This is an optimization exercise on Yosys and OpenROAD, whose aim is small area, a short achievable clock period and few clock cycles per item, not a production implementation. In this exercise RTL edits were held to simulation tests only and were not proved equivalent to the original.

==> 02-24 <==
==> flow/design.v (excerpt) <==
module cvt_gen (
    input  wire        clk,
    input  wire        rst,
    input  wire        i_valid,
    output wire        o_ready,
    input  wire [11:0] i_h_active,
    input  wire [11:0] i_v_active,
    input  wire [7:0]  i_refresh,
    input  wire [7:0]  i_rb,
    input  wire        i_interlaced,
    input  wire        i_margins,
    output wire        o_valid,
    input  wire        i_ready,
    output wire [3:0]  o_status,
    output wire [15:0] o_h_active,
    output wire [15:0] o_h_border,
    output wire [15:0] o_h_front_porch,
    output wire [15:0] o_h_sync,
    output wire [15:0] o_h_back_porch,
    output wire [15:0] o_h_blank,
    output wire [15:0] o_h_total,
    output wire [15:0] o_v_active,
    output wire [15:0] o_v_border,
    output wire [15:0] o_v_front_porch,
    output wire [15:0] o_v_sync,
    output wire [15:0] o_v_back_porch,
    output wire [15:0] o_v_blank,
    output wire [15:0] o_v_total,
    output wire [31:0] o_pixel_clock_khz,
    output wire        o_interlaced,
    output wire        o_h_sync_positive,
    output wire        o_v_sync_positive
);
export LEC_CHECK = 0
export CAP_MARGIN = 20
export CORE_MARGIN = 2
export CORE_UTILIZATION = 40
export SETUP_SLACK_MARGIN = 5
export SLEW_MARGIN = 20
create_clock -name core_clock -period 12.5 [get_ports {clk}]
run.sh (not shown) runs the stock make flow with config.mk's settings and CLKGATE_MAP_FILE= SYNTH_SCRIPT=/design/flow/synth_recipe.tcl, a recipe that flattens the netlist after the stock synthesis.
==> 10-15 (differences from 02-24) <==
--- a/flow/design.v
+++ b/flow/design.v
@@ -102,72 +102,68 @@
         if      ({1'b0, vraw} == {h3, 1'b0})        vs_c = 4'd4;    
         else if ({vraw, 1'b0} == h9)                vs_c = 4'd5;    
         else if (vraw == h5)                        vs_c = 4'd6;    
         else if (v5 == {1'b0, h8, 5'b0})            vs_c = 4'd7;    
         else if (v5 == {1'b0, h3, 3'b0})            vs_c = 4'd7;    
         else                                        vs_c = 4'd10;
         if (rbq[1]) vs_c = 4'd8;
     end
-    reg  mul;                             
-    reg  one;                             
-    wire two_steps = ~one;
+    wire mul = ~ph[1] | ~ph[0];           
+    wire two_steps = (cnt != 5'd1);
     function [2:0] booth;                 
         input [2:0] b;
         input       s;
         begin
             booth[2] = (b == 3'b000) | (b == 3'b111);
             booth[1] = (b == 3'b011) | (b == 3'b100);
             booth[0] = (b[2] ^ s) & ~booth[2];
         end
     endfunction
     wire [2:0] bd1 = booth(Q[23:21], sgn);
     wire [2:0] bd2 = booth(Q[21:19], sgn);
     wire [AW-1:0] D0 = {{(AW-DW){1'b0}}, D};
-    wire          n1 = A[AW-1];
     wire [AW-1:0] x1 = mul ? {A[AW-3:0], 2'b00} : A;
-    wire          c1 = mul ? bd1[0] : ~n1;
-    wire [AW-1:0] m1 = (mul & bd1[1]) ? {D0[AW-2:0], 1'b0} : D0;
-    wire [AW-1:0] y1 = ((mul & bd1[2]) ? {AW{1'b0}} : m1) ^ {AW{c1}};
+    wire          c1 = mul ? bd1[0] : 1'b1;
+    wire [AW-1:0] m1 = bd1[1] ? {D0[AW-2:0], 1'b0} : D0;
+    wire [AW-1:0] y1 = mul ? ((bd1[2] ? {AW{1'b0}} : m1) ^ {AW{bd1[0]}}) : ~D0;
     wire [AW:0]   s1w = {x1, 1'b1} + {y1, c1};
-    wire [AW-1:0] a1 = s1w[AW:1];
-    wire          q1 = ~a1[AW-1];
+    wire [AW-1:0] s1 = s1w[AW:1];
+    wire          q1 = ~s1[AW-1];
+    wire [AW-1:0] a1 = (mul | q1) ? s1 : A;
     wire [AW-1:0] e1 = mul ? D0 : {1'b0, D0[AW-1:1]};
-    wire          n2 = a1[AW-1];
     wire [AW-1:0] x2 = mul ? {a1[AW-3:0], 2'b00} : a1;
-    wire          c2b = mul ? bd2[0] : ~n2;
-    wire [AW-1:0] m2 = (mul & bd2[1]) ? {e1[AW-2:0], 1'b0} : e1;
-    wire [AW-1:0] y2 = ((mul & bd2[2]) ? {AW{1'b0}} : m2) ^ {AW{c2b}};
+    wire          c2b = mul ? bd2[0] : 1'b1;
+    wire [AW-1:0] m2 = bd2[1] ? {e1[AW-2:0], 1'b0} : e1;
+    wire [AW-1:0] y2 = mul ? ((bd2[2] ? {AW{1'b0}} : m2) ^ {AW{bd2[0]}}) : ~e1;
     wire [AW:0]   s2w = {x2, 1'b1} + {y2, c2b};
     wire [AW-1:0] s2 = s2w[AW:1];
     wire          q2 = ~s2[AW-1];
-    wire [AW-1:0] a2 = two_steps ? s2 : a1;
+    wire [AW-1:0] a2 = !two_steps ? a1 : (mul | q2) ? s2 : a1;
     wire [15:0] mr = radd(24'd50000, {10'h3FF, ~D[13:0]}, 1'b1);    
     reg [DW-1:0] dnext;
     always @(*) begin
         if (ph == 2'd1 && c2 != 3'd0)
             dnext = {17'd0, mreg, 2'd0};                   
         else case (op)
         O_TOP:   dnext = 35'd500 << 6;
         O_VS:    dnext = {9'd0, mreg, 10'd0};
         O_HB:    dnext = {3'd0, hreg, 5'd0};
         O_PC:    dnext = {hreg[19:0], 15'd0};
         O_AV:    dnext = {10'd0, mr, 9'd0};
         default: dnext = rb1 ? (35'd31250 << 14) : (rbq == 2'd2) ? (35'd125 << 22) : (35'd1001 << 22);
         endcase
     end
     wire [11:0] vs6   = {8'd0, vs} + 12'd6;
     wire [11:0] vq1   = radd({13'd0, Q[10:1]}, 24'd1, 1'b0);
-    wire [11:0] vsd   = radd({12'd0, vq1}, {12'hFFF, ~vs6}, 1'b1);
-    wire [11:0] vsbp  = vsd[11] ? vs6 : vq1;                       
-    wire        fl20  = (Q[10:6] == 5'd0) & (~Q[5] | (Q[4:0] == 5'd0));    
+    wire [11:0] vsbp  = (vq1 < vs6) ? vs6 : vq1;
+    wire        fl20  = (Q[10:0] < 11'd33);
     wire [11:0] avmin = rb1 ? {8'd0, vs} + 12'd9 : 12'd15;
     wire [11:0] qv1   = radd({14'd0, Q[9:0]}, 24'd1, 1'b0);
-    wire [11:0] avd   = radd({12'd0, qv1}, {12'hFFF, ~avmin}, 1'b1);
-    wire        avlo  = avd[11];
+    wire        avlo  = (qv1 < avmin);
     wire [11:0] av    = avlo ? avmin : qv1;
     wire [12:0] vt_q  = radd({11'd0, den}, {12'd0, qv1}, 1'b0);
     wire [12:0] vt_m  = radd({11'd0, den}, {12'd0, avmin}, 1'b0);
     wire [12:0] vt_av = avlo ? vt_m : vt_q;
     wire [6:0]  hb_c  = f20 ? tap8[9:3] : Q[6:0];
     wire [9:0]  ht8_s = radd({14'd0, tap8}, {16'd0, hb_c, 1'b0}, 1'b0);
     wire [11:0] vbp_c = radd({12'd0, vb}, {12'hFFF, ~({8'd0, vs} + 12'd3)}, 1'b1);   
     wire [11:0] vfp_c = radd({12'd0, vb}, {12'hFFF, ~12'd14}, 1'b1);                 
@@ -182,32 +178,18 @@
     task start;
         input [3:0] o;
         input [2:0] n1;
         input [2:0] n2;
         input [4:0] k;
         input       s;
         begin
             op <= o; c2 <= n2; kd <= k; sgn <= s; state <= S_RUN;
-            if (n1 != 3'd0) begin ph <= 2'd1; cnt <= {2'd0, n1}; mul <= 1'b1; one <= (n1 == 3'd1); end
-            else            begin ph <= 2'd3; cnt <= k; mul <= 1'b0; one <= (k == 5'd1); end
-        end
-    endtask
-    task lmul;
-        input [3:0]    o;
-        input [DW-1:0] md;
-        input [23:0]   fld;
-        input [2:0]    n1;
-        input [4:0]    k;
-        begin
-            D <= md;
-            A <= (fld[22] & fld[21]) ? {md, 1'b0} :
-                 (fld[22] | fld[21]) ? {1'b0, md} : {AW{1'b0}};
-            Q <= {fld[21:0], 2'b00};
-            start(o, n1 - 3'd1, 3'd0, k, 1'b0);
+            if (n1 != 3'd0) begin ph <= 2'd1; cnt <= {2'd0, n1}; end
+            else            begin ph <= 2'd3; cnt <= k; end
         end
     endtask
     always @(posedge clk) begin
         if (rst) begin
             state <= S_IDLE;
         end else begin
             case (state)
             S_IDLE: if (i_valid) begin
@@ -232,40 +214,44 @@
                     st <= 2'd0;
                     if (i_rb == 8'd0) begin
                         A <= 36'd625;
                         D <= {26'd0, i_interlaced ? {i_refresh, 1'b0} : {1'b0, i_refresh}};
                         Q <= {6'b010110, 18'd0};
                         mreg_pend <= 1'b1;
                         start(O_M2, 3'd3, 3'd0, 5'd0, 1'b1);
                     end else if (i_margins) begin
-                        lmul(O_TOP, {23'd0, vr_in}, {6'b001001, 18'd0}, 3'd3, 5'd7);
+                        A <= {AW{1'b0}}; D <= {23'd0, vr_in}; Q <= {6'b001001, 18'd0};
+                        start(O_TOP, 3'd3, 3'd0, 5'd7, 1'b0);
                     end else begin
                         state <= S_AV;
                     end
                 end
             end
             S_DEN: begin
                 top   <= Q[6:0];
                 den   <= radd({12'd0, vr}, {16'd0, Q[6:0], 1'b0}, 1'b0);
                 state <= is_std ? S_W : S_AV;
             end
             S_W: begin
                 if (mreg_pend) mreg <= A[15:0];
                 mreg_pend <= 1'b0;
                 if (mg && mreg_pend) begin
-                    lmul(O_TOP, {23'd0, vr}, {6'b001001, 18'd0}, 3'd3, 5'd7);
+                    A <= {AW{1'b0}}; D <= {23'd0, vr}; Q <= {6'b001001, 18'd0};
+                    start(O_TOP, 3'd3, 3'd0, 5'd7, 1'b0);
                 end else begin
                     vs <= vs_c;
-                    lmul(O_W, {21'd0, E}, {2'b00, r, 14'd0}, 3'd5, 5'd0);
+                    A <= {AW{1'b0}}; D <= {21'd0, E}; Q <= {2'b00, r, 14'd0};
+                    start(O_W, 3'd5, 3'd0, 5'd0, 1'b0);
                 end
             end
             S_VS: begin
                 wr <= A[20:0];
-                lmul(O_VS, {A[DW-3:0], 2'b00}, {6'b001011, 18'd0}, 3'd3, 5'd11);
+                D <= A[DW-1:0]; A <= {AW{1'b0}}; Q <= {8'b00101100, 16'd0};
+                start(O_VS, 3'd4, 3'd0, 5'd11, 1'b0);
             end
             S_H: begin
                 vb  <= radd({12'd0, vsbp}, 24'd3, 1'b0);
                 f20 <= fl20;
                 if (fl20) begin
                     state <= S_HS;
                 end else begin
                     A <= {AW{1'b0}}; D <= {14'd0, wr}; Q <= {8'b01110011, 16'd0};
@@ -273,64 +259,71 @@
                 end
             end
             S_G: begin
                 hreg <= A[26:0];
                 A <= {15'd0, wr}; D <= {19'd0, mreg}; Q <= {2'b11, 22'd0};
                 start(O_G, 3'd1, 3'd0, 5'd0, 1'b0);
             end
             S_HB: begin
-                lmul(O_HB, A[DW-1:0], {2'b00, tap3, 10'd0}, 3'd7, 5'd7);
+                D <= A[DW-1:0]; A <= {AW{1'b0}}; Q <= {2'b00, tap3, 10'd0};
+                start(O_HB, 3'd7, 3'd0, 5'd7, 1'b0);
             end
             S_HS: begin
                 hb16 <= hb_c;
                 ht8  <= ht8_s;
                 vx   <= vbp_c;
                 A <= {25'd0, ht8_s, 1'b0}; D <= 35'd25 << 5;
                 start(O_HS, 3'd0, 3'd0, 5'd6, 1'b0);
             end
             S_M25: begin
                 hs6 <= Q[5:0];
                 den <= vtot;
-                lmul(O_M25, {20'd0, mreg[15:1]}, {6'b011001, 18'd0}, 3'd3, 5'd0);
+                A <= {AW{1'b0}}; D <= {20'd0, mreg[15:1]}; Q <= {6'b011001, 18'd0};
+                start(O_M25, 3'd3, 3'd0, 5'd0, 1'b0);
             end
             S_PC: begin
                 hreg <= A[26:0];
-                lmul(O_PC, {10'd0, wr, 4'd0}, {2'b00, ht8, 12'd0}, 3'd6, 5'd16);
+                A <= {AW{1'b0}}; D <= {10'd0, wr, 4'd0}; Q <= {2'b00, ht8, 12'd0};
+                start(O_PC, 3'd6, 3'd0, 5'd16, 1'b0);
             end
             S_X250: begin
-                lmul(O_X250, {19'd0, Q[15:0]}, {10'b0011111010, 14'd0}, 3'd5, 5'd0);
+                A <= {AW{1'b0}}; D <= {19'd0, Q[15:0]}; Q <= {10'b0011111010, 14'd0};
+                start(O_X250, 3'd5, 3'd0, 5'd0, 1'b0);
             end
             S_AV: begin
                 vs  <= vs_c;
                 ht8 <= radd({14'd0, tap8}, rb1 ? 24'd20 : 24'd10, 1'b0);
-                lmul(O_AV, {21'd0, T23}, {1'b0, den, 10'd0}, 3'd7, 5'd10);
+                A <= {AW{1'b0}}; D <= {21'd0, T23}; Q <= {1'b0, den, 10'd0};
+                start(O_AV, 3'd7, 3'd0, 5'd10, 1'b0);
             end
             S_X: begin
                 vb  <= av;
                 den <= vt_av;
-                lmul(O_X, il ? {21'd0, vt_av, 1'b1} : {22'd0, vt_av}, {2'b00, r, 14'd0}, 3'd5, 5'd0);
+                A <= {AW{1'b0}}; D <= il ? {21'd0, vt_av, 1'b1} : {22'd0, vt_av};
+                Q <= {2'b00, r, 14'd0};
+                start(O_X, 3'd5, 3'd0, 5'd0, 1'b0);
             end
             S_PCR: begin
                 vx <= rb1 ? vbp_c : vfp_c;
-                lmul(O_PCR, (rbq == 2'd3) ? {A[DW-4:0], 3'd0} : A[DW-1:0], {2'b00, ht8, 12'd0},
-                     3'd6, rb1 ? 5'd15 : 5'd23);
+                A <= {AW{1'b0}}; D <= (rbq == 2'd3) ? {A[DW-4:0], 3'd0} : A[DW-1:0];
+                Q <= {2'b00, ht8, 12'd0};
+                start(O_PCR, 3'd6, 3'd0, rb1 ? 5'd15 : 5'd23, 1'b0);
             end
             S_RUN: begin
                 A <= a2;
                 if (mul) Q <= two_steps ? {Q[19:0], 4'd0} : {Q[21:0], 2'd0};
                 else     Q <= two_steps ? {Q[21:0], q1, q2} : {Q[22:0], q1};
                 if (!mul) D <= two_steps ? {2'b0, D[DW-1:2]} : {1'b0, D[DW-1:1]};
                 if (cnt > 5'd2) begin
                     cnt <= cnt - 5'd2;
-                    one <= (cnt == 5'd3);
                 end else if (ph == 2'd1 && c2 != 3'd0) begin
-                    ph <= 2'd2; cnt <= {2'd0, c2}; D <= dnext; one <= (c2 == 3'd1);
+                    ph <= 2'd2; cnt <= {2'd0, c2}; D <= dnext;
                 end else if (mul && kd != 5'd0) begin
-                    ph <= 2'd3; cnt <= kd; D <= dnext; mul <= 1'b0; one <= (kd == 5'd1);
+                    ph <= 2'd3; cnt <= kd; D <= dnext;
                 end else begin
                     case (op)
                     O_TOP:   state <= S_DEN;
                     O_M2:    state <= S_W;
                     O_W:     state <= S_VS;
                     O_VS:    state <= S_H;
                     O_H:     state <= S_G;
                     O_G:     state <= S_HB;
==> flow/config.mk (replaced) <==
export PLATFORM = sky130hd
export DESIGN_NAME = cvt_gen
export DESIGN_NICKNAME = cvt_gen
export VERILOG_FILES = /design/flow/design.v
export SDC_FILE = /design/flow/constraint.sdc
export NUM_CORES = 4
export LEC_CHECK = 0
export CAP_MARGIN = 20
export CORE_MARGIN = 2
export CORE_UTILIZATION = 40
export SLEW_MARGIN = 20
==> 12-19 (differences from 02-24) <==
==> flow/flow/run.sh (new file) <==
#!/bin/bash
# The standard layout, with the repair aiming for 7 ns of setup slack
# (the 12.5 ns clock and all constraints unchanged).
set -euo pipefail
sed 's/SETUP_SLACK_MARGIN=[0-9.]*/SETUP_SLACK_MARGIN=7/' standard.sh > standard_m7.sh
bash standard_m7.sh > flow.log 2>&1
==> flow/standard.sh (new file) <==
#!/bin/bash
# synth_recipe.tcl (not shown) runs the flow's synth.tcl, then flattens the netlist and writes it again
# the make line also repeats each setting of config.mk as NAME=value (left out here)
make -C /OpenROAD-flow-scripts/flow DESIGN_CONFIG=/design/flow/config.mk WORK_HOME=/design/flow/orfs CLKGATE_MAP_FILE= SYNTH_SCRIPT=/design/flow/synth_recipe.tcl "${@:-finish}"
removed: flow/run.sh
==> results.txt <==
final wirelength 140300 um; post-synth cell types 97; outcome finished clean; Synth top cells by count 342 x nor2_1, 317 x nand2_1, 300 x a21oi_1; core box area around 80000 um2; non-clock buffer count roughly 510
-- figures above: 12-19

==> results.txt <==
Synth top cells by count 342 x nor2_1, 317 x nand2_1, 300 x a21oi_1; fmax roughly 140 MHz; placed cells 4721; final wirelength 130900 um; non-clock buffer count 298; outcome finished clean; core box area 79000 um2
-- figures above: 02-24

==> results.txt <==
outcome finished clean; kind of cell adding the most delay to the critical path compound AO/OA/AOI/OAI gates; largest net degree at the start of global routing 87; final wirelength 126100 um; sequential cells 294; post-synth cell types 96; core box area ~77000 um2; Final Hold Violating Endpoints 0; Worst setup startpoint sgn
-- figures above: 10-15

Testbench counts of 02-24, summed over its fixed seeds: cycles 114,634, items 3,200.
Testbench counts of 10-15, summed over its fixed seeds: cycles 124,944, items 3,200.
Testbench counts of 12-19, summed over its fixed seeds: cycles 114,634, items 3,200.

separate check: timing with driven ports:
In the flow no input, the clock included, has a driving cell. The finished layouts below were timed again as built, in two steps. Step 1 sets driving cells, clkbuf_16 on the clock port and buf_2 on the other inputs (assumed; they add their load-dependent delay and slew). Step 2 adds t to the input delays and takes it off the output delays; t is the mean of the earliest and latest rising clock arrival at the registers after step 1. Input paths then give back, and output paths get back, about the clock's delay inside the block. Slacks: ideal / step 1 / step 2; pairs: ideal / step 1.
| run | shift t [ns] | setup WS [ns] | hold WS [ns] | worst register clock-pin slew, ns | cell pins on the clock port's net |
|---|---|---|---|---|---|
| 02-24 | 0.635 | 5.207 / 5.207 / 5.207 | 0.657 / 0.657 / 0.657 | 0.07 / 0.07 | 1 |
| 10-15 | 0.650 | 2.165 / 2.165 / 2.165 | 0.618 / 0.618 / 0.618 | 0.06 / 0.06 | 1 |
| 12-19 | 0.635 | 5.679 / 5.679 / 5.679 | 0.630 / 0.630 / 0.630 | 0.07 / 0.07 | 1 |
After both steps every run listed still meets setup and hold.
